This is an optimization exercise on Yosys and OpenROAD, whose aim is small area, not a production implementation. At most, simulation tests tie the RTL to the original design; equivalence was not proved. The RTL of runs 2 and 3 was laid out without a check of its function. Power is estimated from default activity; no workload was simulated. The clock port is modelled as an ideal driver; clocking choices that lean on that would not hold on a real chip.

$ cat flow/flow/run.sh
#!/bin/bash
# The standard layout (standard.sh), with these changes:
#  - synthesis: synth_recipe.tcl as it is, but with the logic mapped by an
#    area-oriented abc script and without the adder-extraction step
#    (ADDER_MAP_FILE empty); the registers come out as in the standard synthesis;
#  - the port buffers are made from the smallest buffer cell, buf_1;
#  - the clock tree uses clkbuf_16 over clusters of up to 24 registers and no
#    dummy loads.
# The full output of the layout goes to standard.log; ORFS keeps each step's
# own log under orfs/logs.
set -euo pipefail
here=$(pwd)
export AREA_ABC_SCRIPT="$here/flow/abc_area.script"
export FLOW_SYNTH_TCL="$here/synth_recipe.tcl"
export BUFFER_PORTS_ARGS="-buffer_cell sky130_fd_sc_hd__buf_1"
export CTS_ARGS="-sink_clustering_enable -repair_clock_nets -dont_use_dummy_load -buf_list {sky130_fd_sc_hd__clkbuf_16} -sink_clustering_size 24 -sink_clustering_max_diameter 100"
sed -e "s#SYNTH_SCRIPT=[^ ]*#SYNTH_SCRIPT=$here/flow/synth.tcl ADDER_MAP_FILE=#" standard.sh > own.sh
grep -q "SYNTH_SCRIPT=$here/flow/synth.tcl" own.sh
bash own.sh > standard.log 2>&1
$ cat flow/design.v
module fht8v_timeslot (
  input  wire        clk,
  input  wire        rst,
  input  wire        tick_valid,
  output wire        tick_ready,
  input  wire [15:0] tick_temp,       
  input  wire        tick_radio_ok,   
  input  wire        cmd_valid,
  output wire        cmd_ready,
  input  wire [2:0]  cmd_op,
  input  wire [3:0]  cmd_group,       
  input  wire [7:0]  cmd_a,
  input  wire [7:0]  cmd_b,
  input  wire [3:0]  cmd_opc,
  output reg         rsp_valid,
  input  wire        rsp_ready,
  output reg  [1:0]  rsp_code,
  output wire [47:0] rsp_msg,
  output wire [1:0]  rsp_mode,
  output wire [15:0] rsp_cnt,
  output wire [7:0]  rsp_sc,
  output wire [3:0]  rsp_count,
  output wire        rsp_panic,
  output wire [7:0]  rsp_freeze,
  output wire [15:0] rsp_last_temp,
  output wire [31:0] rsp_tick,
  output wire [31:0] rsp_last_enq,
  output reg         ev_valid,
  input  wire        ev_ready,
  output reg  [1:0]  ev_kind,         
  output wire [2:0]  ev_group,
  output wire [47:0] ev_msg,
  output wire [31:0] ev_tick
);
  localparam [15:0] TEMP_NA = 16'h8000;
  localparam [1:0] M_NORMAL = 2'd0, M_SYNC_COUNT = 2'd1, M_SYNC_FINAL = 2'd2, M_PAIR_START = 2'd3;
  localparam [2:0] OP_ENQUEUE = 3'd0, OP_SYNC = 3'd1, OP_PAIR = 3'd2, OP_SET_HC = 3'd3,
                   OP_COUNT = 3'd4, OP_IDLE = 3'd5, OP_INFO = 3'd6;
  localparam [1:0] R_OK = 2'd0, R_GROUP = 2'd1, R_RANGE = 2'd2, R_OP = 2'd3;
  localparam [1:0] EV_TX = 2'd0, EV_REQ = 2'd1, EV_READ = 2'd2;
  localparam [5:0] C_SYNC = 6'b011100, C_SYNC_SET = 6'b010000, C_PAIR = 6'b011111,
                   C_OPEN = 6'b010001;
  reg  [511:0] ring;
  wire [63:0]  hd = ring[511:448];
  reg  [2:0]   ph;               
  reg [3:0]  count;
  reg [31:0] tick;
  reg [9:0]  le_lo;
  reg        le_wrap;
  reg        panic;
  reg [1:0]  freeze;
  reg [15:0] last_temp;
  reg        clr;                
  reg        cs;                 
  reg        ts;                 
  reg [2:0]  gi;                 
  reg        pnow;               
  reg        acc;                
  reg        radio_q;            
  reg [63:0] o;                  
  function [15:0] inc16(input [15:0] x);
    integer i; reg k;
    begin k = 1'b1; for (i = 0; i < 16; i = i + 1) begin inc16[i] = x[i] ^ k; k = k & x[i]; end end
  endfunction
  function [32:0] inc32(input [31:0] x);    
    integer i; reg k;
    begin
      k = 1'b1; inc32[32] = 1'b0;
      for (i = 0; i < 32; i = i + 1) begin
        inc32[i] = x[i] ^ k; k = k & x[i];
        if (i == 9) inc32[32] = k;
      end
    end
  endfunction
  function [21:0] dec22(input [21:0] x, input b);
    integer i; reg k;
    begin k = b; for (i = 0; i < 22; i = i + 1) begin dec22[i] = x[i] ^ k; k = k & ~x[i]; end end
  endfunction
  function [7:0] dec8(input [7:0] x);
    integer i; reg k;
    begin k = 1'b1; for (i = 0; i < 8; i = i + 1) begin dec8[i] = x[i] ^ k; k = k & ~x[i]; end end
  endfunction
  function [9:0] add10(input [9:0] x, input [9:0] z);
    integer i; reg k;
    begin k = 1'b0; for (i = 0; i < 10; i = i + 1) begin add10[i] = x[i] ^ z[i] ^ k; k = (x[i] & z[i]) | (k & (x[i] ^ z[i])); end end
  endfunction
  function [7:0] add8(input [7:0] x, input [7:0] z);
    integer i; reg k;
    begin k = 1'b0; for (i = 0; i < 8; i = i + 1) begin add8[i] = x[i] ^ z[i] ^ k; k = (x[i] & z[i]) | (k & (x[i] ^ z[i])); end end
  endfunction
  wire ev_free = !ev_valid || ev_ready;
  wire idle    = !clr && !cs && !ts && !ev_valid && !rsp_valid;
  wire [7:0]  h_hc1  = hd[63:56];
  wire [7:0]  h_hc2  = hd[55:48];
  wire [7:0]  h_addr = hd[47:40];
  wire [5:0]  h_cmd  = hd[39:34];
  wire [7:0]  h_ext  = hd[33:26];
  wire [1:0]  h_mode = hd[25:24];
  wire [15:0] h_cnt  = hd[23:8];
  wire [7:0]  h_sc   = hd[7:0];
  wire stepping = ts && (ph == gi);
  wire pm       = stepping && pnow;
  wire [7:0] p_addr = pm ? 8'd0 : h_addr;
  wire [5:0] p_cmd  = pm ? C_OPEN : h_cmd;
  wire [7:0] p_ext  = pm ? 8'd0 : h_ext;
  wire sodd = stepping && (h_mode == M_SYNC_COUNT) && h_sc[0];
  wire [5:0] q_cmd = sodd ? C_SYNC : p_cmd;
  wire [7:0] q_ext = sodd ? h_sc : p_ext;
  wire [63:0] r_pre = {h_hc1, h_hc2, p_addr, q_cmd, q_ext, h_mode, h_cnt, h_sc};
  wire        g0   = (ph == 3'd0);
  wire [15:0] c1   = inc16(h_cnt);
  wire        chi  = (h_cnt[15:8] == 8'd0);
  wire        hit4 = chi && (h_cnt[7:0] == add8(8'd225, {5'd0, h_hc2[2:0]}));
  wire        hit2 = chi && (h_cnt[7:0] == add8(8'd227, {5'd0, h_hc2[2:0]}));
  wire        hit0 = chi && (h_cnt[7:0] == add8(8'd229, {5'd0, h_hc2[2:0]}));
  wire [7:0]  sc1  = dec8(h_sc);
  reg [1:0] f_new;
  always @(*) begin
    if (tick_temp == TEMP_NA)
      f_new = freeze;
    else if (tick_temp[15] || (tick_temp[14:6] == 9'd0 && tick_temp[5:0] < 6'd50))
      f_new = 2'd3;
    else if (freeze != 2'd0)
      f_new = freeze - 2'd1;
    else
      f_new = 2'd0;
  end
  wire [1:0] fz = g0 ? f_new : freeze;
  wire radio = acc ? radio_q : tick_radio_ok;
  reg        n_ev;
  reg [1:0]  n_kind;
  reg [5:0]  n_cmd;
  reg [7:0]  n_ext;
  reg [1:0]  n_mode;
  reg [15:0] n_cnt;
  reg [7:0]  n_sc;
  reg        n_read;
  always @(*) begin
    n_ev   = 1'b0;
    n_kind = EV_TX;
    n_cmd  = q_cmd;
    n_ext  = q_ext;
    n_mode = h_mode;
    n_cnt  = h_cnt;
    n_sc   = h_sc;
    n_read = 1'b0;
    case (h_mode)
      M_NORMAL: begin
        n_cnt = c1;
        if (g0 && hit4) begin
          n_ev   = 1'b1;
          n_kind = EV_REQ;
        end
        if (hit2) begin
          if (g0) begin
            n_ev   = 1'b1;
            n_kind = EV_READ;
            n_read = 1'b1;
          end
          if (fz != 2'd0 && q_cmd[3:0] == 4'h6 && q_ext < 8'd40)
            n_ext = 8'd40;
        end
        if (hit0) begin
          n_ev     = radio;
          n_kind   = EV_TX;
          n_cmd[5] = q_cmd[5] | radio;
          n_cnt    = 16'd0;
        end
      end
      M_SYNC_COUNT: begin
        n_ev = h_sc[0] && radio;
        n_sc = sc1;
        if (sc1 == 8'd0) begin
          n_cmd  = C_SYNC_SET;
          n_ext  = 8'd0;
          n_mode = M_SYNC_FINAL;
        end
      end
      M_SYNC_FINAL: begin
        n_ev     = radio;
        n_cmd[5] = q_cmd[5] | radio;
        n_mode   = M_NORMAL;
        n_cnt    = 16'd0;
      end
      default: begin
        n_ev   = radio;
        n_cmd  = C_SYNC_SET;
        n_ext  = 8'd0;
        n_mode = M_SYNC_FINAL;
      end
    endcase
  end
  wire step_en  = stepping && ev_free;
  wire tick_end = step_en && ({1'b0, gi} == count - 4'd1);
  wire tick_acc = step_en && !acc && (n_ev || tick_end);
  assign tick_ready = tick_acc;
  wire       c_all    = cmd_group[3];
  wire [2:0] c_g      = cmd_group[2:0];
  wire       c_active = ({1'b0, c_g} < count);
  reg  [1:0] c_code;
  always @(*) begin
    c_code = R_OK;
    case (cmd_op)
      OP_ENQUEUE, OP_SYNC: if (!c_all && !c_active) c_code = R_GROUP;
      OP_PAIR, OP_SET_HC:  if (c_all || !c_active) c_code = R_GROUP;
      OP_COUNT:            if (cmd_a == 8'd0 || cmd_a > 8'd8) c_code = R_RANGE;
      OP_IDLE:             c_code = R_OK;
      OP_INFO:             if (c_all) c_code = R_GROUP;
      default:             c_code = R_OP;
    endcase
  end
  wire cmd_act  = cmd_valid && (cs || (idle && ph == 3'd0));
  wire cmd_end  = cmd_act && (ph == (c_all ? 3'd7 : c_g));
  assign cmd_ready = cmd_end;
  wire c_ok     = cmd_act && (c_code == R_OK);
  wire c_here   = c_all ? ({1'b0, ph} < count) : (ph == c_g);
  wire c_enq    = c_ok && c_here && (cmd_op == OP_ENQUEUE);
  wire c_sync   = c_ok && c_here && (cmd_op == OP_SYNC);
  wire c_pair   = c_ok && c_here && (cmd_op == OP_PAIR);
  wire c_sethc  = c_ok && c_here && (cmd_op == OP_SET_HC);
  wire c_touch  = cmd_end && (c_code == R_OK) &&
                  (cmd_op == OP_ENQUEUE || cmd_op == OP_SYNC || cmd_op == OP_PAIR || cmd_op == OP_IDLE);
  reg [63:0] nx;
  always @(*) begin
    nx = hd;
    if (step_en)
      nx = {h_hc1, h_hc2, p_addr, n_cmd, n_ext, n_mode, n_cnt, n_sc};
    if (c_enq)
      nx[47:26] = {cmd_a, 2'b01, cmd_opc, cmd_b};
    if (c_sync)
      nx = {h_hc1, h_hc2, 8'd0, C_SYNC, 8'd241, M_SYNC_COUNT, h_cnt, 8'd241};
    if (c_pair)
      nx = {h_hc1, h_hc2, cmd_a, C_PAIR, 8'd0, M_PAIR_START, h_cnt, h_sc};
    if (c_sethc)
      nx[63:48] = {cmd_a, cmd_b};
    if (rst || clr)
      nx = 64'd0;
  end
  wire o_load = (step_en && n_ev) || cmd_end;
  wire [32:0] tick1   = inc32(tick);
  wire        panic_due = (tick[9:0] == add10(le_lo, 10'd699));
  always @(posedge clk) begin
    ring <= {ring[447:0], nx};
    ph   <= ph + 3'd1;
    if (o_load)
      o <= r_pre;
    if (step_en && n_ev)
      ev_kind <= n_kind;
    if (cmd_end)
      rsp_code <= c_code;
    if (rst) begin
      ph        <= 3'd0;
      clr       <= 1'b1;
      cs        <= 1'b0;
      ts        <= 1'b0;
      count     <= 4'd1;
      tick      <= 32'd0;
      le_lo     <= 10'd0;
      le_wrap   <= 1'b0;
      panic     <= 1'b0;
      freeze    <= 2'd0;
      last_temp <= TEMP_NA;
      ev_valid  <= 1'b0;
      rsp_valid <= 1'b0;
    end else begin
      if (clr && ph == 3'd7)
        clr <= 1'b0;
      if (ev_valid && ev_ready)
        ev_valid <= 1'b0;
      if (rsp_valid && rsp_ready)
        rsp_valid <= 1'b0;
      if (idle && tick_valid) begin
        ts   <= 1'b1;
        acc  <= 1'b0;
        gi   <= 3'd0;
        tick <= tick1[31:0];
        pnow <= panic_due;
        if (panic_due) begin
          le_lo   <= tick1[9:0];
          le_wrap <= 1'b0;
          panic   <= 1'b1;
        end else if (tick1[32]) begin
          le_wrap <= 1'b1;
        end
      end
      if (step_en) begin
        gi <= gi + 3'd1;
        if (n_ev)
          ev_valid <= 1'b1;
        if (n_read) begin
          last_temp <= tick_temp;
          freeze    <= f_new;
        end
        if (tick_acc) begin
          acc     <= 1'b1;
          radio_q <= tick_radio_ok;
        end
        if (tick_end)
          ts <= 1'b0;
      end
      if (cmd_act)
        cs <= !cmd_end;
      if (cmd_end) begin
        rsp_valid <= 1'b1;
        if (c_touch) begin
          le_lo   <= tick[9:0];
          le_wrap <= 1'b0;
          panic   <= 1'b0;
        end
        if (cmd_op == OP_COUNT && c_code == R_OK)
          count <= cmd_a[3:0];
      end
    end
  end
  wire [7:0] o_cmd = {o[39], 1'b0, o[38], 1'b0, o[37:34]};
  wire [7:0] o_csum = add8(add8(add8(add8(add8(o[63:56], o[55:48]), o[47:40]), o_cmd), o[33:26]), 8'h0C);
  assign ev_msg        = {o[63:40], o_cmd, o[33:26], o_csum};
  assign rsp_msg       = ev_msg;
  assign rsp_mode      = o[25:24];
  assign rsp_cnt       = o[23:8];
  assign rsp_sc        = o[7:0];
  assign ev_group      = gi - 3'd1;
  assign ev_tick       = tick;
  assign rsp_tick      = tick;
  assign rsp_last_enq  = {dec22(tick[31:10], le_wrap), le_lo};
  assign rsp_count     = count;
  assign rsp_panic     = panic;
  assign rsp_freeze    = {6'd0, freeze};
  assign rsp_last_temp = last_temp;
endmodule
$ cat flow/constraint.sdc
create_clock -name core_clock -period 10.0 [get_ports {clk}]
set_input_delay 2.0000 -clock core_clock [delete_from_list [all_inputs] [get_ports {clk}]]
set_output_delay 2.0000 -clock core_clock [all_outputs]
set_load 0.01 [all_outputs]
$ cat flow/config.mk
export PLATFORM = sky130hd
export DESIGN_NAME = fht8v_timeslot
export DESIGN_NICKNAME = fht8v_timeslot
export VERILOG_FILES = /design/flow/design.v
export SDC_FILE = /design/flow/constraint.sdc
export NUM_CORES = 4
export LEC_CHECK = 0
export CAP_MARGIN = 20
export CORE_MARGIN = 2
export CORE_UTILIZATION = 60
export SLEW_MARGIN = 20
$ cat flow/flow/abc_area.script
strash
&get -n
&st
&deepsyn -T 40
&dch -f
&nf -R 1000
&put
topo
stime -c
buffer -c
upsize -c
dnsize -c
$ cat flow/flow/synth.tcl
# The standard flow's synthesis script (synth_recipe.tcl) unchanged, except that the abc
# call maps the logic with an area-oriented script (flow/abc_area.script).
proc abc {args} {
  set i [lsearch -exact $args -script]
  if { $i >= 0 } { lset args [expr {$i + 1}] $::env(AREA_ABC_SCRIPT) }
  yosys abc {*}$args
}
source $::env(FLOW_SYNTH_TCL)
$ cat flow/standard.sh
#!/bin/bash
# synth_recipe.tcl (not shown) runs the flow's synth.tcl, then flattens the netlist and writes it again
# the make line also repeats each setting of config.mk as NAME=value (left out here)
make -C /OpenROAD-flow-scripts/flow DESIGN_CONFIG=/design/flow/config.mk WORK_HOME=/design/flow/orfs CLKGATE_MAP_FILE= SYNTH_SCRIPT=/design/flow/synth_recipe.tcl "${@:-finish}"
==> results of run 1 <==
-- worst reg2reg max path, delay by kind of cell (launching register included) --
family	cells	cell delay [ps]
DFF	1	360
and+or+nand+nor	25	4390
-- power by group through the flow --
| stage | Clock, mW | Sequential, mW | Combinational [mW] |
|---|---|---|---|
| floorplan | 0 | 2.73 | 0.0240 |
| global placement | 0 | 2.73 | 0.0397 |
| detailed placement | 0 | 2.73 | 0.0404 |
| CTS | 1.32 | 2.67 | 0.0405 |
| global route | 1.41 | 2.67 | 0.0443 |
| finish | 1.29 | 2.67 | 0.0407 |
-- placed cells by master (no fill, tap or decap), drive strengths merged, types with 6 or more instances in the layout --
| cell | instances |
|---|---|
| a21o | 9 |
| a21oi | 69 |
| a221oi | 7 |
| a22o | 47 |
| a22oi | 11 |
| a31oi | 15 |
| and2 | 29 |
| and3 | 17 |
| buf | 302 |
| clkbuf | 31 |
| conb | 10 |
| dfxtp | 586 |
| edfxtp | 74 |
| inv | 26 |
| nand2 | 72 |
| nand2b | 26 |
| nand3 | 15 |
| nor2 | 86 |
| nor2b | 7 |
| nor3 | 45 |
| nor4 | 7 |
| o21a | 10 |
| o21ai | 70 |
| o31ai | 6 |
| or2 | 11 |
| xnor2 | 60 |
| xor2 | 23 |
-- metrics by stage --
| stage | area (um2) | hold WS (ps) | utilization, % | setup slack (ps) |
|---|---|---|---|---|
| 2_1_floorplan | 19200 | 310 | - | 3560 |
| 3_3_place_gp | 20100 | 310 | 63.8 | 3440 |
| 3_5_place_dp | 20100 | 312 | 63.8 | 3320 |
| 4_1_cts | 20900 | 314 | 66.2 | 2620 |
| 5_1_grt | 20900 | 316 | 66.2 | 1900 |
| 6_report | 20900 | 305 | 66.2 | 2600 |
-- flip-flops by register name (all words and copies together) (netlist names), 2 cells and up --
name / count
ring: 512
o: 64
tick: 32
last_temp: 16
le_lo: 10
count: 4
gi: 3
ph: 3
ev_kind: 2
freeze: 2
rsp_code: 2
-- kinds of logic (layout without fill, tap and decap cells) --
kind of cell | after synthesis | count (layout) | share of synthesized area (%)
other | 1 | 10 | 0.0196
and+or+nand+nor | 336 | 336 | 9.23
adders and majority gates | 4 | 4 | 0.209
xor gates and xnor gates | 83 | 83 | 3.80
buffers and inverters | 139 | 359 | 4.47
AOI/OAI and AO/OA | 269 | 269 | 9.08
DFF | 660 | 660 | 72.9
muxes | 5 | 5 | 0.262
-- cell type report --
class	instances	area share, %
Sequential cell	660	66.9
Timing Repair Buffer	302	5.53
Clock buffer	31	3.72
Multi-Input combinational cell	707	21.0
Tap cell	402	2.41
Inverter	26	0.468
-- final timing paths --
path | from | endpoint | cells past startpoint
worst max-delay path | o[56]$_DFFE_PP_ | ev_msg[7] | 25
worst min-delay path | ring[19]$_SDFF_PP0_ | ring[83]$_DFF_P_ | 0
worst min register to register | ring[19]$_SDFF_PP0_ | ring[83]$_DFF_P_ | 0
worst max register to register | rsp_valid$_SDFFE_PP0P_ | tick[31]$_SDFFE_PP0P_ | 25
-- layer usage --
metal	track usage, %	wire length [um]	vias up
li1	-	-	5460
met1	31.4	17900	5139
met2	34.5	16600	277
met3	3.69	2110	49
met4	4.55	690	0
met5	0	0	-
==> run notes, run 1 <==
- Run status: timing/DRC/antenna clean
- Netlist cell types: 61
- CTS root buffer: clkbuf_16
- Worst Tran Pin Value: 1000 ps
- Worst setup EP type: primary output
- Minimum clock period: 7400 ps
- EDFF count, synth: 74
- Post-synthesis sequential area ratio: 72.9%
- Endpoints failing setup: 0
- DR WL/cell: 17.5 um
- Register area: 0.0140 mm2
- Longest Clk Path Bufs: 3
- Initial antenna violation count: 0
- Most frequent CP cell: xor2_1
- Largest net degree at the start of global routing: 65
- Slowest-stage cell, CP: edfxtp_1
- Layout area overhead: 8.98%
- Most frequent cell after synthesis: dfxtp_1
- DR iter-0 viols: 696
- VDD IR max: 0.000128 V
- Tot Pwr: 4.00 mW
- Clock power frac: 32.2%
- Worst EP required: 8000 ps
- Clk Latency, worst-skew pair: 600 ps
- Clock Skew: 41.0 ps
- Via count: 10925
- Final hold vios: 0
- Routed wire length: 37300 um
- PwrDens: 192 mW/mm2
- Vias in the first global route: 9859
- CTS tree: yes
- Slowest Stage Delay on Critical Path: 470 ps
- Comb pwr share: 1.0%
- CTS sink count: 660
- Async S/R FF share, synth: 0%
- Max Freq: 135 MHz
- Synth Area per Inst: 12.8 um2
- Ports: 308
- Final nets: 1778
- Chip width: 183 um
- Internal power: 3.23 mW
- Hold crit path type: reg2reg
- Leak Pwr: 7.85 nW
- Commonest cells in the netlist: dfxtp_1, buf_4, nor2_1
- Synth top area share: 61.3%
- H-tree depth: 1
- Finished Layout Cells: 2128
- Placed cells: 2097
- Final period utilization: 74.0%
- Area leader, netlist: dfxtp_1
- Dpl hpwl: 26700 um
- RSZ-0062 raised after global routing: no
- CP delay by family, top: simple AND/OR/NAND/NOR gates
- CP Data Arrival Time: 5400 ps
- Worst Path Max Fanout: 5
- Setup TNS: 0 ps
- Sw Share: 19.2%
- Gpl congestion: 0.868
- CTS Buf Count: 31
- Top post-synthesis cells by area: dfxtp_1, edfxtp_1, buf_4
- Die ar.: 0.0333 mm2
- GRT overflow: 0
- Slew headroom: 32.8%
- Clock slew at reported path FFs: 90 ps
- Fillcell total: 2430
- Yosys reg bits: 660
- P_sw: 0.767 mW
- Predominant post-synthesis flop cell: dfxtp_1
- Multi-input gate area: 0.00437 mm2
- Die height: 183 um
- Max-slew violations: 0
- Worst path bufs/invs: 1
- Cells after Synth: 1497
- Share of post-route cells with drive strength above 1: 4.35%
- Routed Antenna Nets: 0
- Initial Utilization: 60.8%
- Critical path class: reg2out
- First-pass GRT wire length: 55600 um
- DRT Pass-1 Iters: 5
- Post-Syn Area: 0.0191 mm2
- Site Rows: 65
- Ant diodes: 0
- Port Buffers: 297
- DRC Markers: 0
- Post-CTS sizing: 0
- Core ar.: 0.0315 mm2
- Hold-fix buffers, CTS: 0
- Reg power frac: 66.8%
- Yosys Warn Count: 1
- Worst reg2reg setup slack: 5110 ps
- Vias/cell: 5.13
- Overall Global Routing Usage: 21.7%
- Crit start category: register
- Setup Fix Bufs, Post-CTS: 0
- Max_cap viols: 0
==> inputs of run 2 (changes only) <==
--- a/flow/design.v
+++ b/flow/design.v
@@ -211,3 +211,3 @@
   end
-  wire cmd_act  = cmd_valid && (cs || (idle && ph == 3'd0));
+  wire cmd_act  = cmd_valid && (cs || (idle && !tick_valid && ph == 3'd0));
   wire cmd_end  = cmd_act && (ph == (c_all ? 3'd7 : c_g));
--- a/flow/flow/run.sh
+++ b/flow/flow/run.sh
@@ -3,4 +3,4 @@
 #  - synthesis: synth_recipe.tcl as it is, but with the logic mapped by an
-#    area-oriented abc script and without the adder-extraction step
-#    (ADDER_MAP_FILE empty); the registers come out as in the standard synthesis;
+#    area-oriented abc script and adder extraction limited to full adders
+#    (flow/synth.tcl); the registers come out as in the standard synthesis;
 #  - the port buffers are made from the smallest buffer cell, buf_1;
@@ -16,3 +16,3 @@
 export CTS_ARGS="-sink_clustering_enable -repair_clock_nets -dont_use_dummy_load -buf_list {sky130_fd_sc_hd__clkbuf_16} -sink_clustering_size 24 -sink_clustering_max_diameter 100"
-sed -e "s#SYNTH_SCRIPT=[^ ]*#SYNTH_SCRIPT=$here/flow/synth.tcl ADDER_MAP_FILE=#" standard.sh > own.sh
+sed -e "s#SYNTH_SCRIPT=[^ ]*#SYNTH_SCRIPT=$here/flow/synth.tcl#" standard.sh > own.sh
 grep -q "SYNTH_SCRIPT=$here/flow/synth.tcl" own.sh
==> flow/flow/abc_area.script (replaced) <==
strash
&get -n
&st
&deepsyn -T 40
&dch -f
&nf -R 1000
&put
topo
==> flow/flow/synth.tcl (replaced) <==
# The standard flow's synthesis script (synth_recipe.tcl) unchanged, except that:
#  - the abc call maps the logic with an area-oriented script
#    (flow/abc_area.script) that leaves gate sizing to the layout;
#  - adder extraction looks for full adders only (no half adders).
proc abc {args} {
  set i [lsearch -exact $args -script]
  if { $i >= 0 } { lset args [expr {$i + 1}] $::env(AREA_ABC_SCRIPT) }
  yosys abc {*}$args
}
proc extract_fa {args} {
  if { [lsearch -exact $args -ha] < 0 && [lsearch -exact $args -fa] < 0 } { lappend args -fa }
  yosys extract_fa {*}$args
}
source $::env(FLOW_SYNTH_TCL)
==> run 2 against run 1 <==
Net effect: global-route usage shrank 0.45 points; core utilization increased by 0.86 points; hold slack worse by 1.7 ps; sequential power is essentially flat; highest routed layer unchanged.
==> run notes, run 2 <==
- Max_cap viols: 0 (unchanged)
- Synth Area in Compound Gates: 8.02% (-1.1 points)
- CTS Buf Count: 31 (unchanged)
- Dpl hpwl: 24600 um (-7.9%)
- Routed Antenna Nets: 0 (unchanged)
- Max-slew violations: 0 (unchanged)
- Worst Path Max Fanout: 4 (-1)
- Endpoints failing setup: 0 (unchanged)
- Gpl congestion: 0.880 (+1.5%)
- Vias/cell: 5.09 (-0.83%)
- Chip width: 181 um (-0.88%)
- Final hold vios: 0 (unchanged)
- Max FFs per register: 512 (unchanged)
- Die height: 181 um (-0.88%)
- Commonest cells in the netlist: dfxtp_1, buf_4, nor2_1
- Site Rows: 64 (-1.5%)
- Largest regs: ring x512, o x64, tick x32
- Synth top area share: 62.4% (+1.1 points)
- Top post-synthesis cells by area: dfxtp_1, edfxtp_1, buf_4
- DRT Pass-1 Iters: 5 (unchanged)
- VDD IR max: 0.000154 V (+20%)
- CTS tree: yes
- Critical path class: reg2out
- Die ar.: 0.0327 mm2 (-1.8%)
- Share of post-route cells with drive strength above 1: 2.57% (-1.8 points)
- Most common cell after layout, fill and taps aside: dfxtp_1
- CTS root buffer: clkbuf_16
- DR WL/cell: 16.8 um (-4.5%)
- Run status: timing/DRC/antenna clean
- H-tree depth: 1 (unchanged)
- DR iter-0 viols: 617 (-11%)
- Post-Syn Area: 0.0188 mm2 (-1.8%)
- RSZ-0062 raised after global routing: no
- Commonest non-fill, non-tap cells in the layout: dfxtp_1, buf_1, nor2_1
- Setup TNS: 0 ps (unchanged)
- Async S/R FF share, synth: 0% (unchanged)
- PwrDens: 193 mW/mm2 (+0.86%)
- Main combinational cell family by area after synthesis: compound AO/OA/AOI/OAI gates
- Area leader, netlist: dfxtp_1
- Tot Pwr: 3.99 mW (-0.18%)
- Synth Area in XOR/XNOR: 2.52% (-1.3 points)
- Vias in the first global route: 10151 (+3.0%)
- Longest Clk Path Bufs: 3 (unchanged)
- Final nets: 1747 (-1.7%)
- Synth Area per Inst: 13.3 um2 (+3.8%)
- Clock slew at reported path FFs: 90 ps (about the same)
- Yosys reg bits: 660 (unchanged)
- Crit start category: register
- Largest net degree at the start of global routing: 65 (unchanged)
- Leak Pwr: 7.73 nW (-1.5%)
- Clk Latency, worst-skew pair: 590 ps (about the same)
- Post-CTS sizing: 0 (unchanged)
- DRC Markers: 0 (unchanged)
- Hold-fix buffers, CTS: 0 (unchanged)
- Minimum clock period: 7980 ps (+584 ps)
- Routed wire length: 34700 um (-7.1%)
- Layout area overhead: 9.82%
- Slew headroom: 33.3% (+0.55 points)
- Initial antenna violation count: 0 (unchanged)
- CTS sink count: 660 (unchanged)
- EDFF count, synth: 74 (unchanged)
- Max Freq: 125 MHz (-7.3%)
- Via count: 10539 (-3.5%)
- First-pass GRT wire length: 55100 um (-0.97%)
- Overall Global Routing Usage: 21.2% (-0.45 points)
- Clock Skew: 40.6 ps (-0.404 ps)
- Worst setup EP type: primary output
- Cells after Synth: 1416 (-5.4%)
- Initial Utilization: 61.1% (+0.31 points)
- Largest reg by FF count: ring
- Hold crit path type: reg2reg
- CP Data Arrival Time: 5980 ps (+580 ps)
- Post-Synth Adder-Cell Area: 2.56% (+2.3 points)
- Netlist cell types: 52 (-15%)
- Fillcell total: 2354 (-3.1%)
- Port Buffers: 297 (unchanged)
- Ports: 308 (unchanged)
- Worst EP required: 8000 ps (about the same)
- Final period utilization: 79.8% (+5.8 points)
- Multiplexer share of the synthesized area: 0.293% (+0.031 points)
- Most frequent cell after synthesis: dfxtp_1
- Post-synthesis sequential area ratio: 74.3% (+1.3 points)
- Core ar.: 0.0307 mm2 (-2.3%)
- Yosys Warn Count: 1 (unchanged)
- Synth Area in Simple Gates: 7.61% (-1.6 points)
- GRT overflow: 0 (unchanged)
- Predominant post-synthesis flop cell: dfxtp_1
- Worst Tran Pin Value: 997 ps (-4.30 ps)
- Setup Fix Bufs, Post-CTS: 0 (unchanged)
run 2: changes by cell type after synthesis, moves of 21 or more:
cell / delta
fa_1: +22
nand2_1: -22
clkinv_1: +60
inv_1: -26
xnor2_1: -22
clkbuf_1: -21
and2_0: +28
run 2: worst paths after layout:
kind	startpoint	endpoint	slack, ps	cells past startpoint
worst max-delay path	o[56]$_DFFE_PP_	ev_msg[7]	2020	17
worst min-delay path	ring[132]$_DFF_P_	ring[196]$_DFF_P_	300	0
worst max register to register	clr$_SDFFE_PP1P_	tick[31]$_SDFFE_PP0P_	3650	23
worst min register to register	ring[132]$_DFF_P_	ring[196]$_DFF_P_	300	0
run 2: report_power, final:
part | total, mW | internal (mW) | switching [mW]
sequential | 2.67 | 2.67 | 0.00194
clock | 1.28 | 0.551 | 0.730
combinational | 0.0388 | 0.0120 | 0.0269
total | 3.99 | 3.23 | 0.759
run 2: per-stage QoR:
stage	setup slack [ps]	hold slack [ps]	std cells	instance area (um2)	util, %
4_1_cts	1970	305	2069	20600	67.1
5_1_grt	1690	319	2069	20600	67.1
3_3_place_gp	2670	310	2038	19900	64.6
6_report	2020	303	2070	20600	67.1
2_1_floorplan	2640	310	1425	18800	-
3_5_place_dp	2550	312	2038	19900	64.6
run 2: metal layers:
metal	share of wire [%]	GRT usage [%]
met2	46	35.0
met1	46	29.5
met5	0	0
met4	1.5	4.46
met3	6.3	4.01
run 2: critical path, cell delays in order, from the launching register on:
cell      delay [ps]
edfxtp_1         450
and2_0           220
fa_1             490
clkinv_1          80
fa_1             480
fa_1             520
clkinv_1          80
fa_1             410
fa_1             390
fa_1             420
fa_1             400
fa_1             380
clkinv_1          70
fa_1             440
nor2_1           150
xnor2_1          150
xnor2_1          150
buf_1            170
run 2: final cells by class:
type | count | area, um2 | share of cell area [%]
Antenna cell | 1 | 2.50 | 0.0121
Clock buffer | 31 | 776 | 3.76
Inverter | 60 | 225 | 1.09
Multi-Input combinational cell | 617 | 4010 | 19.4
Sequential cell | 660 | 14000 | 67.6
Tap cell | 396 | 495 | 2.40
Timing Repair Buffer | 305 | 1180 | 5.70
run 2: cells by family after synthesis:
logic type      count (synthesis)
flops                         660
simple gates                  288
compound gates                234
buf+inv                       148
xor+xnor                       54
fa+ha+maj                      26
mux                             5
other cells                     1
==> inputs of run 3 (changes only) <==
--- a/flow/flow/run.sh
+++ b/flow/flow/run.sh
@@ -6,3 +6,3 @@
 #  - the port buffers are made from the smallest buffer cell, buf_1;
-#  - the clock tree uses clkbuf_16 over clusters of up to 24 registers and no
+#  - the clock tree uses clkbuf_16 over clusters of up to 30 registers and no
 #    dummy loads.
@@ -15,3 +15,3 @@
 export BUFFER_PORTS_ARGS="-buffer_cell sky130_fd_sc_hd__buf_1"
-export CTS_ARGS="-sink_clustering_enable -repair_clock_nets -dont_use_dummy_load -buf_list {sky130_fd_sc_hd__clkbuf_16} -sink_clustering_size 24 -sink_clustering_max_diameter 100"
+export CTS_ARGS="-sink_clustering_enable -repair_clock_nets -dont_use_dummy_load -buf_list {sky130_fd_sc_hd__clkbuf_16} -sink_clustering_size 30 -sink_clustering_max_diameter 80"
 sed -e "s#SYNTH_SCRIPT=[^ ]*#SYNTH_SCRIPT=$here/flow/synth.tcl#" standard.sh > own.sh
==> run 3 against run 2 <==
Net effect: clock skew up 5.7 ps; critical path depth unchanged; global-route usage up 0.69 points; cell count down 0.43%; clock-buffer cell count down 5; area after synthesis down 0.11%; setup slack worse by 57 ps; register-to-register slack worse by 30 ps; via count up 0.72%; fmax down 0.71%; clock power down 7%; sequential share of layout area up 0.52 points; largest cell class unchanged.
==> run notes, run 3 <==
- Clock slew at reported path FFs: 110 ps (+20 ps)
- Register area: 0.0140 mm2 (unchanged)
- Share of post-route cells with drive strength above 1: 2.23% (-0.34 points)
- RSZ-0062 raised after global routing: no
- Initial antenna violation count: 5 (+5)
- Area leader, netlist: dfxtp_1
- Reg power frac: 68.6% (+1.7 points)
- Async S/R FF share, synth: 0% (unchanged)
- Max FFs per register: 512 (unchanged)
- Largest reg by FF count: ring
- Vias in the first global route: 10015 (-1.3%)
- Largest net degree at the start of global routing: 65 (unchanged)
- Slew headroom: 25.1% (-8.2 points)
- Routed Antenna Nets: 0 (unchanged)
- Post-synthesis sequential area ratio: 74.3% (+0.079 points)
- DRT Pass-1 Iters: 5 (unchanged)
- Max-slew violations: 0 (unchanged)
- Hold crit path type: reg2reg
- CTS tree: yes
- Grt met1 use: 31.0% (+1.4 points)
- Worst Tran Pin Value: 1120 ps (+127 ps)
- Hold-fix buffers, CTS: 0 (unchanged)
- Sw Share: 19.2% (+0.15 points)
- Worst path bufs/invs: 4 (unchanged)
- DR iter-0 viols: 756 (+23%)
- Setup Fix Bufs, Post-CTS: 0 (unchanged)
- Port Buffers: 297 (unchanged)
- Leak Pwr: 7.63 nW (-1.3%)
- Minimum clock period: 8040 ps (+57.5 ps)
- Crit start category: register
- Most frequent CP cell: fa_1
- Largest regs: ring x512, o x64, tick x32
- CTS root buffer: clkbuf_16
- Slowest Stage Delay on Critical Path: 530 ps (about the same)
- Post-layout util: 66.8% (-0.34 points)
- Max_cap viols: 0 (unchanged)
- Multi-input gate area: 0.00400 mm2 (about the same)
- Vias/cell: 5.15 (+1.2%)
- Core ar.: 0.0307 mm2 (-0.26%)
- Yosys reg bits: 660 (unchanged)
- Initial Utilization: 61.2% (+0.094 points)
- Synth Area per Inst: 13.3 um2 (+0.18%)
- Netlist cell types: 49 (-5.8%)
- GRT met2 Usage: 35.9% (+0.88 points)
- Die ar.: 0.0327 mm2 (-0.11%)
- Final period utilization: 80.4% (+0.57 points)
- Most frequent cell after synthesis: dfxtp_1
- Gpl congestion: 0.829 (-5.8%)
- Final hold vios: 0 (unchanged)
- Commonest non-fill, non-tap cells in the layout: dfxtp_1, buf_1, nor2_1
- P_sw: 0.747 mW (-1.6%)
- First-pass GRT wire length: 56300 um (+2.1%)
- Worst EP required: 8000 ps (about the same)
- CP delay by family, top: adder cells
- Final nets: 1735 (-0.69%)
- Chip width: 181 um (about the same)
- Clk Latency, worst-skew pair: 570 ps (-20 ps)
- Max Freq: 124 MHz (-0.71%)
- Longest Clk Path Bufs: 3 (unchanged)
- DRC Markers: 0 (unchanged)
- Global route hottest layer: met2
- Fillcell total: 2327 (-1.1%)
- Clock power frac: 30.5% (-1.6 points)
- CP Data Arrival Time: 6040 ps (+60 ps)
- Predominant post-synthesis flop cell: dfxtp_1
- DR WL/cell: 17.7 um (+5.3%)
- Endpoints failing setup: 0 (unchanged)
- Post-CTS sizing: 0 (unchanged)
- Run status: timing/DRC/antenna clean
- Commonest cells in the netlist: dfxtp_1, buf_4, nor2_1
- H-tree depth: 1 (unchanged)
- Setup TNS: 0 ps (unchanged)
- Met3 Use GR: 3.29% (-0.73 points)
- Worst-path cell chain: and2_0, fa_1, clkinv_1, fa_1, fa_1, clkinv_1, fa_1, fa_1, fa_1, fa_1, fa_1, clkinv_1, fa_1, nor2_1, xnor2_1, xnor2_1, buf_1
- PwrDens: 190 mW/mm2 (-1.6%)
- Post-Syn Area: 0.0188 mm2 (-0.11%)
- CTS Buf Count: 26 (-16%)
- Clock Skew: 46.3 ps (+5.72 ps)
- Synth top area share: 62.5% (+0.067 points)
- Top post-synthesis cells by area: dfxtp_1, edfxtp_1, buf_4
- EDFF count, synth: 74 (unchanged)
- GRT overflow: 0 (unchanged)
- Dpl hpwl: 26100 um (+5.8%)
- CTS sink count: 660 (unchanged)
- Die height: 181 um (about the same)
- Overall Global Routing Usage: 21.9% (+0.69 points)
- Cells after Synth: 1412 (-0.28%)
- Layout area overhead: 9.09%
- Site Rows: 64 (unchanged)
- Critical path class: reg2out
- Worst setup EP type: primary output
- Routed wire length: 36400 um (+4.9%)
- Yosys Warn Count: 1 (unchanged)
- Most common cell after layout, fill and taps aside: dfxtp_1
- Worst Path Max Fanout: 4 (unchanged)
- Ports: 308 (unchanged)
- Slowest-stage cell, CP: fa_1
- Via count: 10615 (+0.72%)
- VDD IR max: 0.000134 V (-13%)
- Internal power: 3.15 mW (-2.5%)
- Comb pwr share: 1.0% (about the same)
run 3: cell count changes in the layout (fill, tap and decap cells not counted), moves of 4 or more:
cell	previous run	this run
a22oi_1	7	11
clkbuf_16	31	26
xor2_1	16	23
clkinv_1	60	56
nand3_1	5	10
nor3_1	44	37
nand2_1	49	54
run 3: cell type report:
class | count | area share [%]
sequential | 660 | 68.1
multi-input combinational | 617 | 19.5
timing repair buffer | 302 | 5.63
clock buffer | 26 | 3.18
tap | 396 | 2.42
inverter | 56 | 1.03
antenna | 4 | 0.0489
run 3: routing by layer:
| layer | wire length, um | up-vias |
|---|---|---|
| met1 | 16700 | 5085 |
| met3 | 1890 | 53 |
| met5 | 13 | - |
| met4 | 828 | 2 |
| li1 | - | 5162 |
| met2 | 17000 | 313 |
run 3: worst reg2reg max path: cells and delay by family, from the launching register on:
kind	cells	cell delay [ps]
flip-flops	1	360
AND/OR/NAND/NOR	23	5880
run 3: worst paths after layout:
path / from / endpoint / depth (start not counted) / slack, ps
max reg2reg: clr$_SDFFE_PP1P_ / tick[31]$_SDFFE_PP0P_ / 23 / 3620
min reg2reg: ring[255]$_DFF_P_ / ring[319]$_DFF_P_ / 0 / 290
max: o[56]$_DFFE_PP_ / ev_msg[7] / 17 / 1960
min: ring[255]$_DFF_P_ / ring[319]$_DFF_P_ / 0 / 290
run 3: cells by family (layout without fill, tap and decap cells):
kind of cell / Yosys count / after routing / synth area share (%)
simple gates: 293 / 293 / 7.79
fa+ha+maj: 25 / 25 / 2.51
flops: 660 / 660 / 74.3
other cells: 1 / 14 / 0.0200
compound gates: 225 / 225 / 7.67
buf+inv: 144 / 384 / 4.64
mux: 5 / 5 / 0.287
xor+xnor: 59 / 59 / 2.75
run 3: power by group through the flow:
stage,clock (mW),sequential (mW),combinational (mW)
2_1_floorplan,0,2.73,0.0188
3_3_place_gp,0,2.73,0.0367
3_5_place_dp,0,2.73,0.0375
4_1_cts,1.22,2.67,0.0377
5_1_grt,1.31,2.67,0.0414
6_report,1.19,2.67,0.0376
run 3: stage by stage:
step | hold slack (ps) | power [mW] | cell area (um2) | std cells | setup WS [ps]
finish | 286 | 3.90 | 20500 | 2061 | 1960
global route | 291 | 4.02 | 20500 | 2060 | 1700
CTS | 291 | 3.93 | 20500 | 2057 | 1930
detailed placement | 312 | 2.77 | 19800 | 2031 | 2340
global placement | 310 | 2.77 | 19800 | 2031 | 2670
floorplan | 310 | 2.75 | 18800 | 1421 | 2640
==> inputs of run 4 (changes only) <==
--- a/flow/design.v
+++ b/flow/design.v
@@ -57,3 +57,2 @@
   reg        pnow;               
-  reg        acc;                
   reg        radio_q;            
@@ -86,2 +85,6 @@
   endfunction
+  function [7:0] sub8(input [7:0] x, input [7:0] z);
+    integer i; reg k;
+    begin k = 1'b1; for (i = 0; i < 8; i = i + 1) begin sub8[i] = x[i] ^ ~z[i] ^ k; k = (x[i] & ~z[i]) | (k & (x[i] ^ ~z[i])); end end
+  endfunction
   function [7:0] add8(input [7:0] x, input [7:0] z);
@@ -112,5 +115,7 @@
   wire        chi  = (h_cnt[15:8] == 8'd0);
-  wire        hit4 = chi && (h_cnt[7:0] == add8(8'd225, {5'd0, h_hc2[2:0]}));
-  wire        hit2 = chi && (h_cnt[7:0] == add8(8'd227, {5'd0, h_hc2[2:0]}));
-  wire        hit0 = chi && (h_cnt[7:0] == add8(8'd229, {5'd0, h_hc2[2:0]}));
+  wire [7:0]  cd   = sub8(h_cnt[7:0], {5'd0, h_hc2[2:0]});    
+  wire        cdh  = chi && (cd[7:3] == 5'b11100) && cd[0];
+  wire        hit4 = cdh && (cd[2:1] == 2'd0);                   
+  wire        hit2 = cdh && (cd[2:1] == 2'd1);                   
+  wire        hit0 = cdh && (cd[2:1] == 2'd2);                   
   wire [7:0]  sc1  = dec8(h_sc);
@@ -128,3 +133,3 @@
   wire [1:0] fz = g0 ? f_new : freeze;
-  wire radio = acc ? radio_q : tick_radio_ok;
+  wire radio = g0 ? tick_radio_ok : radio_q;
   reg        n_ev;
@@ -194,3 +199,3 @@
   wire tick_end = step_en && ({1'b0, gi} == count - 4'd1);
-  wire tick_acc = step_en && !acc && (n_ev || tick_end);
+  wire tick_acc = step_en && g0;
   assign tick_ready = tick_acc;
@@ -273,3 +278,2 @@
         ts   <= 1'b1;
-        acc  <= 1'b0;
         gi   <= 3'd0;
@@ -293,6 +297,4 @@
         end
-        if (tick_acc) begin
-          acc     <= 1'b1;
+        if (tick_acc)
           radio_q <= tick_radio_ok;
-        end
         if (tick_end)
==> run 4 against run 3 <==
Net effect: still clean; non-clock buffer count is the same; die area down 0.16%; register-to-register slack worse by 350 ps; area after synthesis is 0.17% lower; cell count decreased by 0.97%; sequential share of layout area about the same; core utilization decreased by 0.16 points; fmax increased by 0.31%; clock skew fell by 8.4 ps; routed wire length shrank 6.7%; via count shrank 2.6%; largest cell class unchanged; highest routed layer is now met4.
==> run notes, run 4 <==
- Run status: timing/DRC/antenna clean
- Share of post-route cells with drive strength above 1: 2.13% (-0.10 points)
- Most frequent cell after synthesis: dfxtp_1
- Routed Antenna Nets: 0 (unchanged)
- Slowest Stage Delay on Critical Path: 520 ps (about the same)
- Max FFs per register: 512 (unchanged)
- H-tree depth: 1 (unchanged)
- Site Rows: 64 (unchanged)
- Vias in the first global route: 9457 (-5.6%)
- Dpl hpwl: 24500 um (-6.1%)
- First-pass GRT wire length: 52100 um (-7.4%)
- Ant diodes: 0 (-4)
- Worst-path cell chain: and2_0, fa_1, clkinv_1, fa_1, fa_1, clkinv_1, fa_1, fa_1, fa_1, fa_1, fa_1, clkinv_1, fa_1, nor2_1, xnor2_1, xnor2_1, buf_1
- Routed wire length: 34000 um (-6.7%)
- Overall Global Routing Usage: 20.3% (-1.6 points)
- Hold-fix buffers, CTS: 0 (unchanged)
- Max-slew violations: 0 (unchanged)
- Setup Fix Bufs, Post-CTS: 0 (unchanged)
- Tot Pwr: 3.88 mW (-0.34%)
- Port Buffers: 297 (unchanged)
- DRT Pass-1 Iters: 5 (unchanged)
- Vias/cell: 5.07 (-1.6%)
- Most common cell after layout, fill and taps aside: dfxtp_1
- CTS tree: yes
- Async S/R FF share, synth: 0% (unchanged)
- CTS sink count: 659 (-0.15%)
- Post-Syn Area: 0.0187 mm2 (-0.17%)
- Setup TNS: 0 ps (unchanged)
- EDFF count, synth: 73 (-1.4%)
- Leak Pwr: 7.63 nW (about the same)
- Worst flop-to-flop path startpoint: rsp_valid$_SDFFE_PP0P_
- Die ar.: 0.0327 mm2 (-0.16%)
- Yosys Warn Count: 1 (unchanged)
- RSZ-0062 raised after global routing: no
- Synth Area per Inst: 13.4 um2 (+0.98%)
- Slew headroom: 26.6% (+1.5 points)
- DR WL/cell: 16.7 um (-5.7%)
- Clock slew at reported path FFs: 100 ps (about the same)
- Worst EP required: 8000 ps (about the same)
- Top post-synthesis cells by area: dfxtp_1, edfxtp_1, buf_4
- Commonest cells in the netlist: dfxtp_1, buf_4, nor2_1
- PwrDens: 190 mW/mm2 (about the same)
- CTS Buf Count: 26 (unchanged)
- Core ar.: 0.0307 mm2 (unchanged)
- Layout area overhead: 9.01% (about the same)
- Chip width: 181 um (about the same)
- Worst reg2reg setup slack: 3270 ps (-350 ps)
- Clk Latency, worst-skew pair: 570 ps (about the same)
- Area leader, netlist: dfxtp_1
- Via count: 10343 (-2.6%)
- Largest net degree at the start of global routing: 65 (unchanged)
- Post-synthesis sequential area ratio: 74.3% (about the same)
- Hold Startpoint: ring[314]$_DFF_P_
- Cells after Synth: 1396 (-1.1%)
- Placement-stage worst setup slack: 2060 ps (-283 ps)
- Fin worst setup slack: 1990 ps (+24.9 ps)
- Initial Utilization: 61.1% (-0.10 points)
- Yosys reg bits: 659 (-0.15%)
- Worst path bufs/invs: 4 (unchanged)
- Final period utilization: 80.1% (-0.25 points)
- Max_cap viols: 0 (unchanged)
- GRT overflow: 0 (unchanged)
- Predominant post-synthesis flop cell: dfxtp_1
- Netlist cell types: 53 (+8.2%)
- Clock Skew: 38.0 ps (-8.37 ps)
- Max Freq: 125 MHz (+0.31%)
- Largest reg by FF count: ring
- Worst Path Max Fanout: 4 (unchanged)
- Hold crit path type: reg2reg
- Crit start category: register
- Worst Setup SP: o[56]$_DFFE_PP_
- Commonest non-fill, non-tap cells in the layout: dfxtp_1, buf_1, nor2_1
- Gpl congestion: 0.819 (-1.3%)
- Slowest-stage cell, CP: fa_1
- Final nets: 1721 (-0.81%)
- Initial antenna violation count: 0 (-5)
- Final instance area: 0.0204 mm2 (-0.24%)
- Longest Clk Path Bufs: 3 (unchanged)
- Synth top area share: 62.6% (+0.10 points)
- Endpoints failing setup: 0 (unchanged)
- Largest regs: ring x512, o x64, tick x32
- DR iter-0 viols: 702 (-7.1%)
- Placed cell areas: 0.0198 mm2 (-0.18%)
- VDD IR max: 0.000151 V (+13%)
- CTS root buffer: clkbuf_16
- Minimum clock period: 8010 ps (-24.9 ps)
- Most frequent CP cell: fa_1
- DRC Markers: 0 (unchanged)
- Ports: 308 (unchanged)
- Final hold vios: 0 (unchanged)
- CP delay by family, top: adder cells
- Worst Tran Pin Value: 1100 ps (-27.3 ps)
- Die height: 181 um (about the same)
- Post-CTS sizing: 0 (unchanged)
- Worst setup EP type: primary output
- CP Data Arrival Time: 6010 ps (-30 ps)
- Critical path class: reg2out
run 4: layout make-up:
cell class	instances	area, um2
Sequential cell	659	13900
Tap cell	396	495
Multi-Input combinational cell	610	4020
Fill cell	2367	10200
Clock buffer	26	651
Inverter	48	180
Timing Repair Buffer	302	1150
run 4: report_power, final:
| group | switching, mW | internal, mW | total, mW |
|---|---|---|---|
| Sequential | 0.00170 | 2.66 | 2.67 |
| Clock | 0.709 | 0.468 | 1.18 |
| Combinational | 0.0281 | 0.0118 | 0.0400 |
| Total | 0.739 | 3.14 | 3.88 |
run 4: layer usage:
layer,global-route usage [%],vias to the layer above,wire length (um)
li1,-,5130,-
met4,4.94,0,778
met3,3.73,46,1950
met2,32.6,281,15500
met1,28.8,4886,15800
met5,0,-,0
run 4: cell families after synthesis:
group | after synthesis | share of synthesized area, %
AO/OA/AOI/OAI | 218 | 7.89
XOR/XNOR | 49 | 2.29
adder cells (fa/ha/maj) | 25 | 2.62
buffers and inverters | 136 | 4.49
flip-flops | 659 | 74.3
multiplexers | 6 | 0.354
other | 1 | 0.0200
AND/OR/NAND/NOR | 302 | 8.03
run 4: stage by stage:
stage / hold slack (ps) / utilization [%] / instances
after floorplan: 310 / - / 1405
after global placement: 310 / 64.5 / 2015
after detailed placement: 312 / 64.5 / 2015
after CTS: 315 / 66.6 / 2041
after global routing: 319 / 66.6 / 2041
final: 313 / 66.6 / 2041
run 4: path summary, 6_finish.rpt:
| path | end | cells after the start |
|---|---|---|
| worst max register to register | tick[31]$_SDFFE_PP0P_ | 24 |
| worst max-delay path | ev_msg[7] | 17 |
| worst min register to register | ring[378]$_DFF_P_ | 0 |
| worst min-delay path | ring[378]$_DFF_P_ | 0 |
==> inputs of run 5 (changes only) <==
--- a/flow/flow/run.sh
+++ b/flow/flow/run.sh
@@ -6,3 +6,3 @@
 #  - the port buffers are made from the smallest buffer cell, buf_1;
-#  - the clock tree uses clkbuf_16 over clusters of up to 30 registers and no
+#  - the clock tree uses clkbuf_16 over clusters of up to 36 registers and no
 #    dummy loads.
@@ -15,3 +15,3 @@
 export BUFFER_PORTS_ARGS="-buffer_cell sky130_fd_sc_hd__buf_1"
-export CTS_ARGS="-sink_clustering_enable -repair_clock_nets -dont_use_dummy_load -buf_list {sky130_fd_sc_hd__clkbuf_16} -sink_clustering_size 30 -sink_clustering_max_diameter 80"
+export CTS_ARGS="-sink_clustering_enable -repair_clock_nets -dont_use_dummy_load -buf_list {sky130_fd_sc_hd__clkbuf_16} -sink_clustering_size 36 -sink_clustering_max_diameter 70"
 sed -e "s#SYNTH_SCRIPT=[^ ]*#SYNTH_SCRIPT=$here/flow/synth.tcl#" standard.sh > own.sh
--- a/flow/config.mk
+++ b/flow/config.mk
@@ -9,3 +9,3 @@
 export CORE_MARGIN = 2
-export CORE_UTILIZATION = 60
+export CORE_UTILIZATION = 75
 export SLEW_MARGIN = 20
==> run 5 against run 4 <==
Net effect: still clean; routed wire length grew 7.3%; clock-buffer cell count is 4 lower; flip-flop and latch count stayed put; setup slack worse by 58 ps; critical path depth did not move; sequential share of layout area increased by 0.66 points; cell count shrank 3.7%; critical endpoint unchanged; largest power group unchanged; highest routed layer unchanged.
==> run notes, run 5 <==
- Run status: timing/DRC/antenna clean
- Worst Tran Pin Value: 1040 ps (-57.5 ps)
- Most frequent CP cell: fa_1
- Clock slew at reported path FFs: 120 ps (+20 ps)
- Max FFs per register: 512 (unchanged)
- Slowest-stage cell, CP: fa_1
- RSZ-0062 raised after global routing: no
- GRT met2 Usage: 47.3% (+15 points)
- Hold crit path type: reg2reg
- Most common cell after layout, fill and taps aside: dfxtp_1
- Register area: 0.0139 mm2 (unchanged)
- Post-synthesis sequential area ratio: 74.3% (unchanged)
- EDFF count, synth: 73 (unchanged)
- Final nets: 1717 (-0.23%)
- Largest regs: ring x512, o x64, tick x32
- Largest reg by FF count: ring
- DR iter-0 viols: 751 (+7.0%)
- Global route hottest layer: met2
- H-tree depth: 1 (unchanged)
- Netlist cell types: 53 (unchanged)
- Routed Antenna Nets: 0 (unchanged)
- Max Freq: 124 MHz (-0.72%)
- Core ar.: 0.0244 mm2 (-20%)
- Commonest non-fill, non-tap cells in the layout: dfxtp_1, buf_1, nor2_1
- Worst Path Max Fanout: 4 (unchanged)
- Fillcell total: 1293 (-45%)
- Synth top area share: 62.6% (unchanged)
- Max_cap viols: 0 (unchanged)
- Initial Utilization: 76.8% (+16 points)
- Minimum clock period: 8070 ps (+58.4 ps)
- Final hold vios: 0 (unchanged)
- Setup Fix Bufs, Post-CTS: 0 (unchanged)
- Routed wire length: 36500 um (+7.3%)
- Cells after Synth: 1396 (unchanged)
- Ports: 308 (unchanged)
- Area leader, netlist: dfxtp_1
- CP delay by family, top: adder cells
- Post-Syn Area: 0.0187 mm2 (unchanged)
- DRT Pass-1 Iters: 6 (+1)
- Critical path class: reg2out
- DR WL/cell: 18.6 um (+11%)
- Max-slew violations: 0 (unchanged)
- Via count: 10817 (+4.6%)
- CTS tree: yes
- Final period utilization: 80.7% (+0.58 points)
- Port Buffers: 297 (unchanged)
- CTS Buf Count: 22 (-15%)
- Worst flop-to-flop path startpoint: rsp_valid$_SDFFE_PP0P_
- VDD IR max: 0.000164 V (+8.2%)
- Commonest cells in the netlist: dfxtp_1, buf_4, nor2_1
- Clk Latency, worst-skew pair: 550 ps (-20 ps)
- Share of post-route cells with drive strength above 1: 1.89% (-0.24 points)
- Hold Startpoint: ring[198]$_DFF_P_
- Clock Skew: 25.9 ps (-12.1 ps)
- Worst Setup SP: o[56]$_DFFE_PP_
- Worst EP required: 8000 ps (about the same)
- Synth Area per Inst: 13.4 um2 (unchanged)
- Overall Global Routing Usage: 27.4% (+7.1 points)
- Gpl congestion: 0.883 (+7.9%)
- Vias/cell: 5.50 (+8.6%)
- Grt met1 use: 36.3% (+7.5 points)
- Async S/R FF share, synth: 0% (unchanged)
- Slowest Stage Delay on Critical Path: 520 ps (about the same)
- Die height: 162 um (-10%)
- Hold-fix buffers, CTS: 0 (unchanged)
- Layout area overhead: 7.97%
- First-pass GRT wire length: 55600 um (+6.7%)
- Worst-path cell chain: and2_0, fa_1, clkinv_1, fa_1, fa_1, clkinv_1, fa_1, fa_1, fa_1, fa_1, fa_1, clkinv_1, fa_1, nor2_1, xnor2_1, xnor2_1, buf_1
- DRC Markers: 0 (unchanged)
- PwrDens: 188 mW/mm2 (-1.0%)
- Die ar.: 0.0263 mm2 (-20%)
- Crit start category: register
- Ant diodes: 0 (unchanged)
- CP Data Arrival Time: 6070 ps (+60 ps)
- Worst path bufs/invs: 4 (unchanged)
- GRT overflow: 0 (unchanged)
- Post-layout util: 82.9% (+16 points)
- Most frequent cell after synthesis: dfxtp_1
- Largest net degree at the start of global routing: 65 (unchanged)
- Leak Pwr: 7.58 nW (-0.64%)
- Dpl hpwl: 25500 um (+4.4%)
- Met3 Use GR: 3.22% (-0.51 points)
- Worst reg2reg setup slack: 3220 ps (-50 ps)
- Post-CTS sizing: 0 (unchanged)
- Longest Clk Path Bufs: 3 (unchanged)
- Chip width: 162 um (-10%)
- Predominant post-synthesis flop cell: dfxtp_1
- Multi-input gate area: 0.00402 mm2 (-0.12%)
- Yosys reg bits: 659 (unchanged)
- Site Rows: 57 (-11%)
- CTS sink count: 659 (unchanged)
- Initial antenna violation count: 0 (unchanged)
- Setup TNS: 0 ps (unchanged)
- Top post-synthesis cells by area: dfxtp_1, edfxtp_1, buf_4
- Slew headroom: 30.5% (+3.9 points)
- Vias in the first global route: 10213 (+8.0%)
- Endpoints failing setup: 0 (unchanged)
- Yosys Warn Count: 1 (unchanged)
- CTS root buffer: clkbuf_16
- Worst setup EP type: primary output
==> run 5: logic make-up (layout without fill, tap and decap cells) <==
family                     after synthesis  after routing  synth area share (%)
AOI/OAI and AO/OA                      218            218                  7.89
xor gates and xnor gates                49             49                  2.29
adders and majority gates               25             25                  2.62
buffers and inverters                  136            372                  4.49
DFF                                    659            659                  74.3
muxes                                    6              6                 0.354
other                                    1             10                0.0200
and+or+nand+nor                        302            302                  8.03
==> run 5: path summary, 6_finish.rpt <==
path | end | depth (start not counted)
worst min-delay path | ring[262]$_DFF_P_ | 0
worst max-delay path | ev_msg[7] | 17
worst min register to register | ring[262]$_DFF_P_ | 0
worst max register to register | tick[31]$_SDFFE_PP0P_ | 24
==> run 5: per-layer routing <==
layer	routed length, um	vias up
met5	0	-
met4	1320	0
met3	1840	79
met2	18000	378
met1	15300	5231
li1	-	5129
==> run 5: layout make-up <==
type,instances,share of cell area [%]
Tap cell,324,2.00
Clock buffer,22,2.72
Inverter,48,0.891
Sequential cell,659,68.8
Multi-Input combinational cell,610,19.9
Timing Repair Buffer,302,5.70
==> run 5: per-stage QoR <==
stage                     area [um2]  instances  setup slack, ps  hold slack, ps  power [mW]
final                          20200       1965             1930             315        3.81
after global routing           20200       1965             1660             315        3.90
after CTS                      20200       1965             1900             317        3.81
after detailed placement       19700       1943             2100             312        2.77
after global placement         19700       1943             2510             310        2.76
after floorplan                18800       1405             2640             310        2.75
==> run 5: where the power goes <==
part           switching [mW]  total [mW]  internal [mW]
logic                  0.0287      0.0405         0.0118
clock network           0.696        1.10          0.402
registers             0.00156        2.67           2.67
total                   0.726        3.81           3.08
==> run 5: worst reg2reg max path: stages (launching register included) <==
cell,delay [ps]
dfxtp_1,350
nor4_1,610
nor3b_1,560
and2_0,320
and3_1,240
and2_0,240
and3_1,220
and2_0,240
and3_1,220
and2_0,280
and3_1,240
and2_0,260
and3_1,240
and2_0,240
and3_1,230
and2_0,250
and3_1,220
and2_0,270
and3_1,230
and2_0,250
and3_1,220
and2_0,240
and3_1,270
and3_1,170
nor3_1,50
==> inputs of run 6 (changes only) <==
--- a/flow/design.v
+++ b/flow/design.v
@@ -16,3 +16,3 @@
   input  wire        rsp_ready,
-  output reg  [1:0]  rsp_code,
+  output wire [1:0]  rsp_code,
   output wire [47:0] rsp_msg,
@@ -29,3 +29,3 @@
   input  wire        ev_ready,
-  output reg  [1:0]  ev_kind,         
+  output wire [1:0]  ev_kind,         
   output wire [2:0]  ev_group,
@@ -59,2 +59,3 @@
   reg [63:0] o;                  
+  reg [1:0]  kc;                 
   function [15:0] inc16(input [15:0] x);
@@ -252,5 +253,5 @@
     if (step_en && n_ev)
-      ev_kind <= n_kind;
+      kc <= n_kind;
     if (cmd_end)
-      rsp_code <= c_code;
+      kc <= c_code;
     if (rst) begin
@@ -321,2 +322,4 @@
   assign rsp_mode      = o[25:24];
+  assign rsp_code      = kc;
+  assign ev_kind       = kc;
   assign rsp_cnt       = o[23:8];
--- a/flow/flow/run.sh
+++ b/flow/flow/run.sh
@@ -6,3 +6,3 @@
 #  - the port buffers are made from the smallest buffer cell, buf_1;
-#  - the clock tree uses clkbuf_16 over clusters of up to 36 registers and no
+#  - the clock tree uses clkbuf_16 over clusters of up to 28 registers and no
 #    dummy loads.
@@ -15,3 +15,3 @@
 export BUFFER_PORTS_ARGS="-buffer_cell sky130_fd_sc_hd__buf_1"
-export CTS_ARGS="-sink_clustering_enable -repair_clock_nets -dont_use_dummy_load -buf_list {sky130_fd_sc_hd__clkbuf_16} -sink_clustering_size 36 -sink_clustering_max_diameter 70"
+export CTS_ARGS="-sink_clustering_enable -repair_clock_nets -dont_use_dummy_load -buf_list {sky130_fd_sc_hd__clkbuf_16} -sink_clustering_size 28 -sink_clustering_max_diameter 80"
 sed -e "s#SYNTH_SCRIPT=[^ ]*#SYNTH_SCRIPT=$here/flow/synth.tcl#" standard.sh > own.sh
==> flow/flow/abc_area.script (replaced) <==
strash
&get -n
&st
&deepsyn -T 120
&dch -f
&nf -R 1000
&put
topo
--- a/flow/config.mk
+++ b/flow/config.mk
@@ -9,3 +9,3 @@
 export CORE_MARGIN = 2
-export CORE_UTILIZATION = 75
+export CORE_UTILIZATION = 70
 export SLEW_MARGIN = 20
==> run 6 against run 5 <==
Net effect: largest cell class unchanged; routed wire length down 3.6%; critical path depth did not move; cell area up 0.30%; first-iteration DRC count shrank 5.1%; sequential power is essentially flat.
==> run notes, run 6 <==
- Run status: timing/DRC/antenna clean
- PwrDens: 192 mW/mm2 (+1.8%)
- Finished Layout Cells: 1972 (+0.36%)
- Clock slew at reported path FFs: 100 ps (-20 ps)
- Max-slew violations: 0 (unchanged)
- Endpoints failing setup: 0 (unchanged)
- Gpl congestion: 0.845 (-4.4%)
- Largest net degree at the start of global routing: 67 (+3.1%)
- Setup TNS: 0 ps (unchanged)
- Slew headroom: 31.7% (+1.2 points)
- Worst-path cell chain: and2_0, fa_1, clkinv_1, fa_1, fa_1, clkinv_1, fa_1, fa_1, fa_1, fa_1, fa_1, clkinv_1, fa_1, nor2_1, xnor2_1, xnor2_1, buf_1
- CTS sink count: 657 (-0.30%)
- Die ar.: 0.0280 mm2 (+6.5%)
- Area leader, netlist: dfxtp_1
- Layout area overhead: 8.82%
- Post-Syn Area: 0.0186 mm2 (-0.48%)
- Most frequent cell after synthesis: dfxtp_1
- First-pass GRT wire length: 54200 um (-2.4%)
- Synth Area per Inst: 13.5 um2 (+0.24%)
- Core ar.: 0.0261 mm2 (+7.1%)
- Crit start category: register
- Max_cap viols: 0 (unchanged)
- Chip width: 167 um (+3.2%)
- Minimum clock period: 8040 ps (-35.2 ps)
- Longest Clk Path Bufs: 3 (unchanged)
- Vias in the first global route: 9830 (-3.8%)
- Hold crit path type: reg2reg
- Worst Tran Pin Value: 1020 ps (-14.7 ps)
- DRC Markers: 0 (unchanged)
- Final nets: 1712 (-0.29%)
- Worst setup EP type: primary output
- CTS Buf Count: 27 (+23%)
- Largest regs: ring x512, o x64, tick x32
- CP delay by family, top: adder cells
- Worst EP required: 8000 ps (about the same)
- Placement-stage worst setup slack: 2280 ps (+181 ps)
- Largest reg by FF count: ring
- Netlist cell types: 50 (-5.7%)
- Commonest non-fill, non-tap cells in the layout: dfxtp_1, buf_1, nor2_1
- Site Rows: 59 (+3.5%)
- Crit. path cell count: 17 (unchanged)
- Initial Utilization: 71.4% (-5.5 points)
- Share of post-route cells with drive strength above 1: 2.38% (+0.49 points)
- Clock Skew: 50.7 ps (+24.8 ps)
- Commonest cells in the netlist: dfxtp_1, buf_4, nor2_1
- Top post-synthesis cells by area: dfxtp_1, edfxtp_1, buf_4
- Via count: 10558 (-2.4%)
- Async S/R FF share, synth: 0% (unchanged)
- Slowest-stage cell, CP: fa_1
- Final period utilization: 80.4% (-0.35 points)
- Yosys reg bits: 657 (-0.30%)
- Final hold vios: 0 (unchanged)
- Placed cells: 1944 (+0.051%)
- Synth top area share: 62.9% (+0.30 points)
- Post-synthesis sequential area ratio: 74.3% (about the same)
- Ports: 308 (unchanged)
- Post-CTS sizing: 0 (unchanged)
- Cells after Synth: 1386 (-0.72%)
- Overall Global Routing Usage: 24.8% (-2.5 points)
- Fin worst setup slack: 1960 ps (+35.2 ps)
- DR WL/cell: 17.8 um (-4.0%)
- Vias/cell: 5.35 (-2.7%)
- Die height: 167 um (+3.2%)
- CTS root buffer: clkbuf_16
- Port Buffers: 297 (unchanged)
- Fillcell total: 1678 (+30%)
- Clk Latency, worst-skew pair: 560 ps (about the same)
- Predominant post-synthesis flop cell: dfxtp_1
- DRT Pass-1 Iters: 27 (+21)
- Leak Pwr: 7.59 nW (+0.16%)
- Hold-fix buffers, CTS: 0 (unchanged)
- Max FFs per register: 512 (unchanged)
- RSZ-0062 raised after global routing: no
- VDD IR max: 0.000178 V (+8.9%)
- Most common cell after layout, fill and taps aside: dfxtp_1
- Critical path class: reg2out
- EDFF count, synth: 71 (-2.7%)
- R2R depth: 24 (unchanged)
- DR iter-0 viols: 713 (-5.1%)
- CTS tree: yes
- Worst Path Max Fanout: 4 (unchanged)
- Hold depth: 0 (unchanged)
- H-tree depth: 1 (unchanged)
- GRT overflow: 0 (unchanged)
- CP Data Arrival Time: 6040 ps (-30 ps)
- Slowest Stage Delay on Critical Path: 520 ps (about the same)
- Setup Fix Bufs, Post-CTS: 0 (unchanged)
- Yosys Warn Count: 1 (unchanged)
- Worst path bufs/invs: 4 (unchanged)
- Routed wire length: 35200 um (-3.6%)
- Most frequent CP cell: fa_1
- Max Freq: 124 MHz (+0.44%)
- Routed Antenna Nets: 0 (unchanged)
- Dpl hpwl: 24900 um (-2.4%)
- Initial antenna violation count: 1 (+1)
run 6: cell type report:
cell class	count	area, um2	share of cell area (%)
Clock buffer	27	676	3.33
Tap cell	335	419	2.07
Multi-Input combinational cell	596	3970	19.6
Antenna cell	1	2.50	0.0123
Inverter	52	195	0.962
Sequential cell	657	13900	68.3
Timing Repair Buffer	304	1170	5.75
run 6: routing by layer:
layer  global-route usage [%]  up-vias  routed length (um)
met5                        0        -                   0
met4                     5.48        0                 639
met3                     3.62       36                2120
met2                     42.7      371               17100
met1                     33.9     5072               15300
li1                         -     5079                   -
run 6: cells by family after synthesis:
group / after synthesis / share of synthesized area, %
compound gates: 196 / 7.11
xor+xnor: 58 / 2.72
simple gates: 300 / 8.09
mux: 7 / 0.416
fa+ha+maj: 25 / 2.63
buf+inv: 142 / 4.67
flops: 657 / 74.3
other cells: 1 / 0.0201
run 6: where the power goes:
part,total [mW],switching (mW),internal [mW]
clock network,1.19,0.705,0.484
registers,2.66,0.00176,2.65
logic,0.0404,0.0284,0.0121
run 6: path summary, 6_finish.rpt:
kind,slack (ps),start,end
hold / removal,310,ring[422]$_DFF_P_,ring[486]$_DFF_P_
setup reg to reg,3480,rsp_valid$_SDFFE_PP0P_,tick[31]$_SDFFE_PP0P_
setup / recovery,1960,o[56]$_DFFE_PP_,ev_msg[7]
hold reg to reg,310,ring[422]$_DFF_P_,ring[486]$_DFF_P_
run 6: metrics by stage:
stage	hold slack (ps)	instance area, um2	util [%]	power [mW]
floorplan	310	18700	-	2.74
global placement	310	19600	75.0	2.76
detailed placement	312	19600	75.0	2.76
CTS	315	20300	77.6	3.91
global route	314	20300	77.7	4.01
finish	308	20300	77.7	3.89

[static timing again, ports no longer ideal]
How much do the figures lean on ideal ports? The routed layouts below were timed once more, with nothing changed but the port constraints.
Step 1 assumes that a clkbuf_16 drives the clock port and a buf_2 every other input.
Step 2 times the ports against the registers' clock, not the clock port: input delays grow and output delays shrink by t, the midpoint of the rising clock arrivals with the driver on.
Slacks: ideal ports / drivers / drivers and shift; pairs: ideal ports / drivers.
run	t, ns	setup slack, ns
run 1	0.629	2.602 / 2.551 / 3.180
run 2	0.619	2.018 / 1.964 / 2.488
run 3	0.597	1.960 / 1.910 / 2.259
run 4	0.598	1.985 / 1.933 / 2.033
run 5	0.590	1.927 / 1.878 / 2.049
run 6	0.590	1.962 / 1.912 / 2.269
After both steps setup and hold are still met in every run listed.
